Context: an optimization exercise on an open-source flow, tuned for small area, a short achievable clock period and few clock cycles per item. The choices shown serve that exercise and are no tape-out recipe.
Function was checked by simulation only, so behaviour that the tests miss may differ from the original.

try-violet:
Design tea_cbc_engine, start of the top module:
module tea_cbc_engine (
    input  wire         clk,
    input  wire         rst,
    input  wire         in_valid,
    output wire         in_ready,
    input  wire [1:0]   in_op,
    input  wire         in_first,
    input  wire [127:0] in_key,
    input  wire [31:0]  in_a,
    input  wire [31:0]  in_b,
    output wire         out_valid,
    input  wire         out_ready,
    output wire [31:0]  out_a,
    output wire [31:0]  out_b
);
    reg [31:0] p, q;           
    reg [63:0] kr;             
    reg [31:0] cv_a, cv_b;     
    reg        cvz;            
    reg [5:0]  n;              
    reg        run, fixe, fixd, outv, dec;
    reg [31:0] s;              
    function [31:0] s_of;
        input [4:0] j;
        begin
            case (j)
            5'd0: s_of = 32'h9E3779B9;
            5'd1: s_of = 32'h3C6EF372;
            5'd2: s_of = 32'hDAA66D2B;
            5'd3: s_of = 32'h78DDE6E4;
            5'd4: s_of = 32'h1715609D;
            5'd5: s_of = 32'hB54CDA56;
            5'd6: s_of = 32'h5384540F;
            5'd7: s_of = 32'hF1BBCDC8;
            5'd8: s_of = 32'h8FF34781;
            5'd9: s_of = 32'h2E2AC13A;
            5'd10: s_of = 32'hCC623AF3;
            5'd11: s_of = 32'h6A99B4AC;
            5'd12: s_of = 32'h08D12E65;
            5'd13: s_of = 32'hA708A81E;
            5'd14: s_of = 32'h454021D7;
            5'd15: s_of = 32'hE3779B90;
            5'd16: s_of = 32'h81AF1549;
            5'd17: s_of = 32'h1FE68F02;
            5'd18: s_of = 32'hBE1E08BB;
            5'd19: s_of = 32'h5C558274;
            5'd20: s_of = 32'hFA8CFC2D;
            5'd21: s_of = 32'h98C475E6;
            5'd22: s_of = 32'h36FBEF9F;
            5'd23: s_of = 32'hD5336958;
            5'd24: s_of = 32'h736AE311;
            5'd25: s_of = 32'h11A25CCA;
            5'd26: s_of = 32'hAFD9D683;
            5'd27: s_of = 32'h4E11503C;
            5'd28: s_of = 32'hEC48C9F5;
            5'd29: s_of = 32'h8A8043AE;
            5'd30: s_of = 32'h28B7BD67;
            5'd31: s_of = 32'hC6EF3720;
            endcase
        end
    endfunction
    function [31:0] add;
        input [31:0] x, y;
        input        inv, ci;
        reg   [31:0] u, g, p, gn, pn;
  ...
Settings: LEC_CHECK=0, CAP_MARGIN=20, CORE_MARGIN=2, CORE_UTILIZATION=40, CTS_BUF_LIST=sky130_fd_sc_hd__clkbuf_4, SLEW_MARGIN=20; clock period 11.0 ns.
standard.sh (not shown) runs the stock make flow with config.mk's settings and CLKGATE_MAP_FILE= SYNTH_SCRIPT=/design/flow/synth_recipe.tcl, a recipe that flattens the netlist after the stock synthesis.
==> flow/flow/run.sh <==
#!/bin/bash
# The standard layout (standard.sh) with one change: buffer_ports buffers
# every input and output port with sky130_fd_sc_hd__buf_1 rather than the
# cell it picks itself (clkdlybuf4s50_1, 2.7 times the area).
# Timing repair aims 6.5 ns below the clock period.
set -euo pipefail
bash standard.sh BUFFER_PORTS_ARGS="-buffer_cell sky130_fd_sc_hd__buf_1" SETUP_SLACK_MARGIN=6.5 finish > standard.log 2>&1
Testbench counts of try-violet, summed over its fixed seeds: cycles 211,208, items 3,200.
Here is what was changed in the inputs of try-nickel compared with try-violet.
Settings: clearing CTS_BUF_LIST, which used to be sky130_fd_sc_hd__clkbuf_4; putting SETUP_SLACK_MARGIN at 5 where nothing was set.
==> flow/flow/run.sh <==
#!/bin/bash
# The standard layout (standard.sh) with one change: buffer_ports buffers
# every input and output port with sky130_fd_sc_hd__buf_1 rather than the
# cell it picks itself (clkdlybuf4s50_1, 2.7 times the area).
set -euo pipefail
bash standard.sh BUFFER_PORTS_ARGS="-buffer_cell sky130_fd_sc_hd__buf_1" finish > standard.log 2>&1
Results
try-nickel vs. try-violet: final count of pins violating max slew was more or less identical, wire length went down by 5.2%. Delta(post-layout minimum cycle time, try-nickel - try-violet) > 0. Per the comparison of try-nickel with try-violet, post-cts resize count now sits lower, highest achievable clock rate now sits lower.
Inputs modified between try-nickel and try-willow:
Settings: SETUP_SLACK_MARGIN removed (was 5).
--- a/flow/flow/run.sh
+++ b/flow/flow/run.sh
@@ -4,3 +4,4 @@
 # cell it picks itself (clkdlybuf4s50_1, 2.7 times the area).
+# Timing repair aims 6.5 ns below the clock period.
 set -euo pipefail
-bash standard.sh BUFFER_PORTS_ARGS="-buffer_cell sky130_fd_sc_hd__buf_1" finish > standard.log 2>&1
+bash standard.sh BUFFER_PORTS_ARGS="-buffer_cell sky130_fd_sc_hd__buf_1" SETUP_SLACK_MARGIN=6.5 finish > standard.log 2>&1
Results
- Run comparison: try-nickel launching element of the worst setup path q[5]$_DFFE_PP_; try-willow launching element of the worst setup path q[3]$_DFFE_PP_
- try-willow against try-nickel: maximum clock rate higher, number of non-clock buffers in the layout higher, transition time of the tightest slew-check pin lower.
- Between try-nickel and try-willow, the flow reports cell area increasing by a few percent.
What try-indigo does differently from try-willow at the input level:
Settings: setting SETUP_SLACK_MARGIN to 5 for the first time; setting CTS_BUF_LIST to sky130_fd_sc_hd__clkbuf_4 for the first time.
==> flow/flow/run.sh <==
#!/bin/bash
# The standard layout (standard.sh) with two changes:
# - Yosys's extraction of full and half adders into fa/ha cells is off
#   (ADDER_MAP_FILE empty), so that ABC maps and times the adders itself;
# - buffer_ports buffers every input and output port with
#   sky130_fd_sc_hd__buf_1 rather than the cell it picks itself
#   (clkdlybuf4s50_1, 2.7 times the area).
set -euo pipefail
bash standard.sh ADDER_MAP_FILE= BUFFER_PORTS_ARGS="-buffer_cell sky130_fd_sc_hd__buf_1" finish > standard.log 2>&1
### Flow results
- Diff try-willow -> try-indigo: DRC violation count after routing was more or less identical.
- Relative to try-willow, die span in x has gone up in try-indigo.

-- re-timing with driven ports --
The flow's constraints put no driver on any port. The routed layouts listed below were extracted and timed again, unchanged, in two steps.
Step 1, drivers: a clkbuf_16 drives clk and a buf_2 each remaining input, both assumed.
Step 2 times the ports against the registers' clock, not the clock port: input delays grow and output delays shrink by t, the midpoint of the rising clock arrivals with the driver on.
a / b / c = no drivers / after step 1 / after step 2; a / b = the first two.
run	shift t [ns]	setup WS [ns]	worst hold slack (ns)	worst setup path after step 2	slew at the worst register clock pin (ns)
try-violet	0.800	5.772 / 5.772 / 5.772	0.492 / 0.492 / 0.492	register to register	0.08 / 0.08
try-nickel	0.619	5.346 / 5.346 / 5.346	0.479 / 0.479 / 0.479	register to register	0.07 / 0.07
try-willow	0.615	5.849 / 5.849 / 5.849	0.493 / 0.493 / 0.493	register to register	0.06 / 0.06
try-indigo	0.797	5.178 / 5.178 / 5.178	0.499 / 0.499 / 0.499	register to register	0.08 / 0.08
After both steps setup and hold are still met in every run listed.
